This design comes from an exercise in tuning for small area, a short achievable clock period and few clock cycles on the open sky130 flow, not from production work. In this exercise RTL edits were held to simulation tests only and were not proved equivalent to the original.

==> flow/design.v <==
module qd_core (
    input  wire        clk,
    input  wire        rst,             
    input  wire        req_valid,
    output wire        req_ready,
    input  wire [31:0] req_value,
    input  wire [31:0] req_cursor,
    input  wire [31:0] req_capacity,
    output wire        wr_valid,
    output wire [31:0] wr_addr,
    output wire [15:0] wr_data,
    output wire [1:0]  wr_be,
    output wire        rsp_valid,
    output wire [31:0] rsp_cursor,
    output wire [3:0]  rsp_len,
    output wire        rsp_status
);
    function [3:0] stp;
        input [3:0] x;
        begin
            stp[3] = (x[1]) | (x[0] & x[3]);
            stp[2] = (~x[0] & ~x[1] & x[2]) | (x[0] & x[1] & x[2]);
            stp[1] = (x[0] & ~x[1] & ~x[3]) | (~x[0] & x[1]);
            stp[0] = (x[1] & ~x[2]) | (x[0] & ~x[1] & x[2]) | (~x[0] & x[3]);
        end
    endfunction
    function [3:0] dec;
        input [3:0] x;
        begin
            dec[3] = (x[0] & x[3]);
            dec[2] = (x[0] & ~x[1] & ~x[3]) | (~x[0] & x[3]);
            dec[1] = (x[0] & x[1] & ~x[3]) | (x[2]) | (~x[0] & x[1] & x[3]);
            dec[0] = (x[1] & ~x[3]) | (~x[1] & x[3]);
        end
    endfunction
    function [39:0] dd8;
        input [39:0] acc;
        input [7:0]  b;
        reg   [39:0] s, t;
        reg   [40:0] ext;
        integer i, d;
        begin
            s = acc;
            for (i = 0; i < 8; i = i + 1) begin
                ext = {s, b[7 - i]};
                for (d = 0; d < 10; d = d + 1)
                    if (d <= 7 || (d == 8 && i >= 2) || (d == 9 && i >= 5))
                        t[4*d +: 4] = stp({s[4*d +: 3], ext[4*d]});
                    else
                        t[4*d +: 4] = 4'd0;
                t[39] = 1'b0;        
                s = t;
            end
            dd8 = s;
        end
    endfunction
    reg         conv;        
    reg         beat;        
    reg         rsp;         
    reg         ready;       
    reg         st;          
    reg  [1:0]  cnt;         
    reg  [39:0] acc;         
    reg  [2:0]  p;           
    reg         single;      
    reg  [31:0] cur;         
    reg         half_ones;   
    function [39:0] flip;
        input [39:0] x;
        integer k;
        begin
            for (k = 0; k < 10; k = k + 1) flip[4*k +: 4] = x[36-4*k +: 4];
        end
    endfunction
    wire        cap_small = (req_capacity[31:4] == 28'd0) && (req_capacity[3:0] < 4'd10);
    wire        nz3     = |req_value[31:24];
    wire        nz2     = |req_value[23:16];
    wire        nz1     = |req_value[15:8];
    wire [1:0]  top     = nz3 ? 2'd3 : nz2 ? 2'd2 : nz1 ? 2'd1 : 2'd0;
    wire [7:0]  topbyte = nz3 ? req_value[31:24] : nz2 ? req_value[23:16] :
                          nz1 ? req_value[15:8]  : req_value[7:0];
    wire [23:0] low_bytes = {req_value[23:16] & {8{nz3}},
                             req_value[15:8]  & {8{nz3 | nz2}},
                             req_value[7:0]   & {8{nz3 | nz2 | nz1}}};
    wire        small_ge10  = (req_value[7:0] >= 8'd10);
    wire        small_ge100 = (req_value[7:0] >= 8'd100);
    wire [7:0]  nxt_byte = ready ? topbyte :
                           (cnt == 2'd3) ? acc[23:16] : (cnt == 2'd2) ? acc[15:8] : acc[7:0];
    wire [39:0] acc_dig  = {acc[39:24] & {16{~ready}},
                            acc[23:16] & {8{~ready & (cnt != 2'd3)}},
                            acc[15:8]  & {8{~ready & (cnt == 2'd1)}},
                            acc[7:0]};
    wire [39:0] dig_step = dd8(flip(acc_dig), nxt_byte);
    wire [39:0] acc_dd   = flip(dig_step);
    wire [39:0] acc_step = {acc_dd[39:16],
                            (cnt == 2'd3) ? acc[15:8] : acc_dd[15:8],
                            (cnt != 2'd1) ? acc[7:0]  : acc_dd[7:0]};
    wire        pz4 = |dig_step[39:32];
    wire        pz3 = |dig_step[31:24];
    wire        pz2 = |dig_step[23:16];
    wire        pz1 = |dig_step[15:8];
    wire [2:0]  p_step = pz4 ? 3'd4 : pz3 ? 3'd3 : pz2 ? 3'd2 : pz1 ? 3'd1 : 3'd0;
    wire        odd_step = pz4 ? ~|dig_step[39:36] : pz3 ? ~|dig_step[31:28] :
                           pz2 ? ~|dig_step[23:20] : pz1 ? ~|dig_step[15:12] :
                           ~|dig_step[7:4];
    wire [39:0] dig = flip(acc);
    wire [9:0]  nzd;
    genvar gk;
    generate
        for (gk = 0; gk < 10; gk = gk + 1) begin : g_nz
            assign nzd[gk] = |dig[4*gk +: 4];
        end
    endgenerate
    wire [3:0]  len = nzd[9] ? 4'd10 : nzd[8] ? 4'd9 : nzd[7] ? 4'd8 : nzd[6] ? 4'd7 :
                      nzd[5] ? 4'd6  : nzd[4] ? 4'd5 : nzd[3] ? 4'd4 : nzd[2] ? 4'd3 :
                      nzd[1] ? 4'd2  : 4'd1;
    reg  [7:0]  pair;
    always @(*) begin
        case (p)
            3'd4:    pair = dig[39:32];
            3'd3:    pair = dig[31:24];
            3'd2:    pair = dig[23:16];
            3'd1:    pair = dig[15:8];
            default: pair = dig[7:0];
        endcase
    end
    wire [1:0]  step_len = beat ? (single ? 2'd1 : 2'd2) : 2'd0;
    wire        inc_c1   = cur[0] & step_len[0];
    wire        inc_h1   = cur[1] ^ step_len[1];
    wire        inc_c2   = (cur[1] & step_len[1]) | (inc_h1 & inc_c1);
    wire [31:0] cur_next;
    assign cur_next[0] = cur[0] ^ step_len[0];
    assign cur_next[1] = inc_h1 ^ inc_c1;
    genvar gi;
    generate
        for (gi = 2; gi < 32; gi = gi + 1) begin : g_inc
            if (gi == 2) begin : g_first
                assign cur_next[gi] = cur[gi] ^ inc_c2;
            end else if (gi <= 18) begin : g_low
                assign cur_next[gi] = cur[gi] ^ (inc_c2 & (&cur[gi-1:2]));
            end else begin : g_high
                assign cur_next[gi] = cur[gi] ^ (inc_c2 & half_ones & (&cur[gi-1:18]));
            end
        end
    endgenerate
    assign req_ready  = ready;
    assign wr_valid   = beat & ~rst;
    assign wr_addr    = cur;
    assign wr_data    = {4'h3, dec(pair[3:0]), 4'h3, dec(single ? pair[3:0] : pair[7:4])};
    assign wr_be      = {~single, 1'b1};
    assign rsp_valid  = rsp & ~rst;
    assign rsp_cursor = cur_next;
    assign rsp_len    = st ? 4'd0 : len;
    assign rsp_status = st;
    wire accept = req_valid & ready;
    always @(posedge clk) begin
        cur       <= accept ? req_cursor : cur_next;
        half_ones <= accept ? &req_cursor[17:2] : &cur_next[17:2];
        cnt       <= accept ? top : cnt - 2'd1;
        if (accept) begin
            p      <= {2'd0, small_ge100};
            single <= ~small_ge10 | small_ge100;
        end else if (conv) begin
            p      <= p_step;
            single <= odd_step;
        end else begin
            p      <= p - 3'd1;
            single <= 1'b0;
        end
    end
    always @(posedge clk) begin
        if (accept) begin
            st  <= cap_small;
            acc <= {acc_dd[39:24], low_bytes};
        end else if (conv) begin
            acc <= acc_step;
        end
    end
    always @(posedge clk) begin
        if (rst) begin
            conv  <= 1'b0;
            beat  <= 1'b0;
            rsp   <= 1'b0;
            ready <= 1'b1;
        end else if (accept) begin
            conv  <= ~cap_small & (top != 2'd0);
            beat  <= ~cap_small & (top == 2'd0);
            rsp   <= cap_small | ((top == 2'd0) & ~small_ge100);
            ready <= cap_small | ((top == 2'd0) & ~small_ge100);
        end else if (conv) begin
            conv  <= (cnt != 2'd1);
            beat  <= (cnt == 2'd1);
            rsp   <= (cnt == 2'd1) & (p_step == 3'd0);
            ready <= (cnt == 2'd1) & (p_step == 3'd0);
        end else if (beat) begin
            beat  <= (p != 3'd0);
            rsp   <= (p == 3'd1);
            ready <= (p[2:1] == 2'd0);
        end else begin
            rsp   <= 1'b0;
            ready <= 1'b1;
        end
    end
endmodule
==> flow/config.mk <==
export PLATFORM = sky130hd
export DESIGN_NAME = qd_core
export DESIGN_NICKNAME = qd_core
export VERILOG_FILES = /design/flow/design.v
export SDC_FILE = /design/flow/constraint.sdc
export NUM_CORES = 4
export LEC_CHECK = 0
export ABC_AREA = 1
export CAP_MARGIN = 20
export CORE_MARGIN = 2
export CORE_UTILIZATION = 40
export CTS_BUF_LIST = sky130_fd_sc_hd__clkbuf_8
export CTS_CLUSTER_SIZE = 30
export SLEW_MARGIN = 20
==> flow/constraint.sdc <==
create_clock -name core_clock -period 16.0 [get_ports {clk}]
set_input_delay 3.2000 -clock core_clock [delete_from_list [all_inputs] [get_ports {clk}]]
set_output_delay 3.2000 -clock core_clock [all_outputs]
set_load 0.01 [all_outputs]
standard.sh (not shown) runs the stock make flow with config.mk's settings and CLKGATE_MAP_FILE= SYNTH_SCRIPT=/design/flow/synth_recipe.tcl, a recipe that flattens the netlist after the stock synthesis.
==> flow/flow/run.sh <==
#!/bin/bash
# Layout flow: the standard synthesis and layout (standard.sh), with two
# changes to how the layout is made:
#  - the port buffers that global placement inserts are buf_1 cells rather
#    than the delay-buffer cells buffer_ports picks on its own;
set -euo pipefail
export BUFFER_PORTS_ARGS="-buffer_cell sky130_fd_sc_hd__buf_1"
export SETUP_SLACK_MARGIN="${QD_SETUP_MARGIN:-9.25}"
bash standard.sh synth > log_synth.txt 2>&1
bash standard.sh floorplan > log_floorplan.txt 2>&1
bash standard.sh place > log_place.txt 2>&1
bash standard.sh cts > log_cts.txt 2>&1
bash standard.sh route > log_route.txt 2>&1
bash standard.sh finish > log_finish.txt 2>&1
Testbench counts at the start, summed over its fixed seeds: cycles 15,321.
Rerun with:
--- a/flow/design.v
+++ b/flow/design.v
@@ -31,10 +31,26 @@
             dec[2] = (x[0] & ~x[1] & ~x[3]) | (~x[0] & x[3]);
             dec[1] = (x[0] & x[1] & ~x[3]) | (x[2]) | (~x[0] & x[1] & x[3]);
             dec[0] = (x[1] & ~x[3]) | (~x[1] & x[3]);
         end
     endfunction
+    function [11:0] dec8;
+        input [7:0] b;
+        reg   [11:0] s, t;
+        reg   [12:0] ext;
+        integer i, d;
+        begin
+            s = 12'd0;
+            for (i = 0; i < 8; i = i + 1) begin
+                ext = {s, b[7 - i]};
+                for (d = 0; d < 3; d = d + 1)
+                    t[4*d +: 4] = stp({s[4*d +: 3], ext[4*d]});
+                s = t;
+            end
+            dec8 = s;
+        end
+    endfunction
     function [39:0] dd8;
         input [39:0] acc;
         input [7:0]  b;
         reg   [39:0] s, t;
         reg   [40:0] ext;
@@ -61,10 +77,11 @@
     reg         st;          
     reg  [1:0]  cnt;         
     reg  [39:0] acc;         
     reg  [2:0]  p;           
     reg         single;      
+    reg  [3:0]  len;         
     reg  [31:0] cur;         
     reg         half_ones;   
     function [39:0] flip;
         input [39:0] x;
         integer k;
@@ -77,20 +94,20 @@
     wire        nz2     = |req_value[23:16];
     wire        nz1     = |req_value[15:8];
     wire [1:0]  top     = nz3 ? 2'd3 : nz2 ? 2'd2 : nz1 ? 2'd1 : 2'd0;
     wire [7:0]  topbyte = nz3 ? req_value[31:24] : nz2 ? req_value[23:16] :
                           nz1 ? req_value[15:8]  : req_value[7:0];
+    wire [11:0] top_dec = dec8(topbyte);
     wire [23:0] low_bytes = {req_value[23:16] & {8{nz3}},
                              req_value[15:8]  & {8{nz3 | nz2}},
                              req_value[7:0]   & {8{nz3 | nz2 | nz1}}};
     wire        small_ge10  = (req_value[7:0] >= 8'd10);
     wire        small_ge100 = (req_value[7:0] >= 8'd100);
-    wire [7:0]  nxt_byte = ready ? topbyte :
-                           (cnt == 2'd3) ? acc[23:16] : (cnt == 2'd2) ? acc[15:8] : acc[7:0];
-    wire [39:0] acc_dig  = {acc[39:24] & {16{~ready}},
-                            acc[23:16] & {8{~ready & (cnt != 2'd3)}},
-                            acc[15:8]  & {8{~ready & (cnt == 2'd1)}},
+    wire [7:0]  nxt_byte = (cnt == 2'd3) ? acc[23:16] : (cnt == 2'd2) ? acc[15:8] : acc[7:0];
+    wire [39:0] acc_dig  = {acc[39:24],
+                            acc[23:16] & {8{cnt != 2'd3}},
+                            acc[15:8]  & {8{cnt == 2'd1}},
                             acc[7:0]};
     wire [39:0] dig_step = dd8(flip(acc_dig), nxt_byte);
     wire [39:0] acc_dd   = flip(dig_step);
     wire [39:0] acc_step = {acc_dd[39:16],
                             (cnt == 2'd3) ? acc[15:8] : acc_dd[15:8],
@@ -101,21 +118,13 @@
     wire        pz1 = |dig_step[15:8];
     wire [2:0]  p_step = pz4 ? 3'd4 : pz3 ? 3'd3 : pz2 ? 3'd2 : pz1 ? 3'd1 : 3'd0;
     wire        odd_step = pz4 ? ~|dig_step[39:36] : pz3 ? ~|dig_step[31:28] :
                            pz2 ? ~|dig_step[23:20] : pz1 ? ~|dig_step[15:12] :
                            ~|dig_step[7:4];
+    wire [3:0]  len_step = (pz4 ? 4'd10 : pz3 ? 4'd8 : pz2 ? 4'd6 : pz1 ? 4'd4 : 4'd2)
+                           - {3'd0, odd_step};
     wire [39:0] dig = flip(acc);
-    wire [9:0]  nzd;
-    genvar gk;
-    generate
-        for (gk = 0; gk < 10; gk = gk + 1) begin : g_nz
-            assign nzd[gk] = |dig[4*gk +: 4];
-        end
-    endgenerate
-    wire [3:0]  len = nzd[9] ? 4'd10 : nzd[8] ? 4'd9 : nzd[7] ? 4'd8 : nzd[6] ? 4'd7 :
-                      nzd[5] ? 4'd6  : nzd[4] ? 4'd5 : nzd[3] ? 4'd4 : nzd[2] ? 4'd3 :
-                      nzd[1] ? 4'd2  : 4'd1;
     reg  [7:0]  pair;
     always @(*) begin
         case (p)
             3'd4:    pair = dig[39:32];
             3'd3:    pair = dig[31:24];
@@ -148,11 +157,11 @@
     assign wr_addr    = cur;
     assign wr_data    = {4'h3, dec(pair[3:0]), 4'h3, dec(single ? pair[3:0] : pair[7:4])};
     assign wr_be      = {~single, 1'b1};
     assign rsp_valid  = rsp & ~rst;
     assign rsp_cursor = cur_next;
-    assign rsp_len    = st ? 4'd0 : len;
+    assign rsp_len    = len;
     assign rsp_status = st;
     wire accept = req_valid & ready;
     always @(posedge clk) begin
         cur       <= accept ? req_cursor : cur_next;
         half_ones <= accept ? &req_cursor[17:2] : &cur_next[17:2];
@@ -169,12 +178,14 @@
         end
     end
     always @(posedge clk) begin
         if (accept) begin
             st  <= cap_small;
-            acc <= {acc_dd[39:24], low_bytes};
+            len <= cap_small ? 4'd0 : small_ge100 ? 4'd3 : small_ge10 ? 4'd2 : 4'd1;
+            acc <= {top_dec[3:0], top_dec[7:4], top_dec[11:8], 4'd0, low_bytes};
         end else if (conv) begin
+            len <= len_step;
             acc <= acc_step;
         end
     end
     always @(posedge clk) begin
         if (rst) begin
- final area came out higher slightly
- area after synthesis came out higher by a few percent
- setup slack is worse by 0.0070 ns
- die area came out higher by a few percent
- hold slack is worse by 0.0055 ns
Testbench counts after the change, summed over its fixed seeds: cycles 15,321.

-- re-timing with driven ports --
The flow's constraints put no driver on any port. The routed layouts listed below were extracted and timed again, unchanged, in two steps.
Step 1 assumes that a clkbuf_16 drives the clock port and a buf_2 every other input.
Step 2 moves the port delays by t, midway between the first and last clock arrival at a register: inputs arrive t later, outputs are due t later. That takes back most of the time a late clock gives input paths.
Slacks: ideal / step 1 / step 2; pairs: ideal / step 1.
| run | t, ns | setup WS [ns] | clock arrival spread, ns |
|---|---|---|---|
| the first run | 0.416 | 9.281 / 9.236 / 9.154 | 0.016 / 0.017 |
| the second run | 0.414 | 9.274 / 9.237 / 9.237 | 0.014 / 0.014 |
After both steps every run listed still meets setup and hold. For the first run, which loses most, drivers alone change the setup slack by -0.045 ns; drivers and shift together by -0.127 ns.
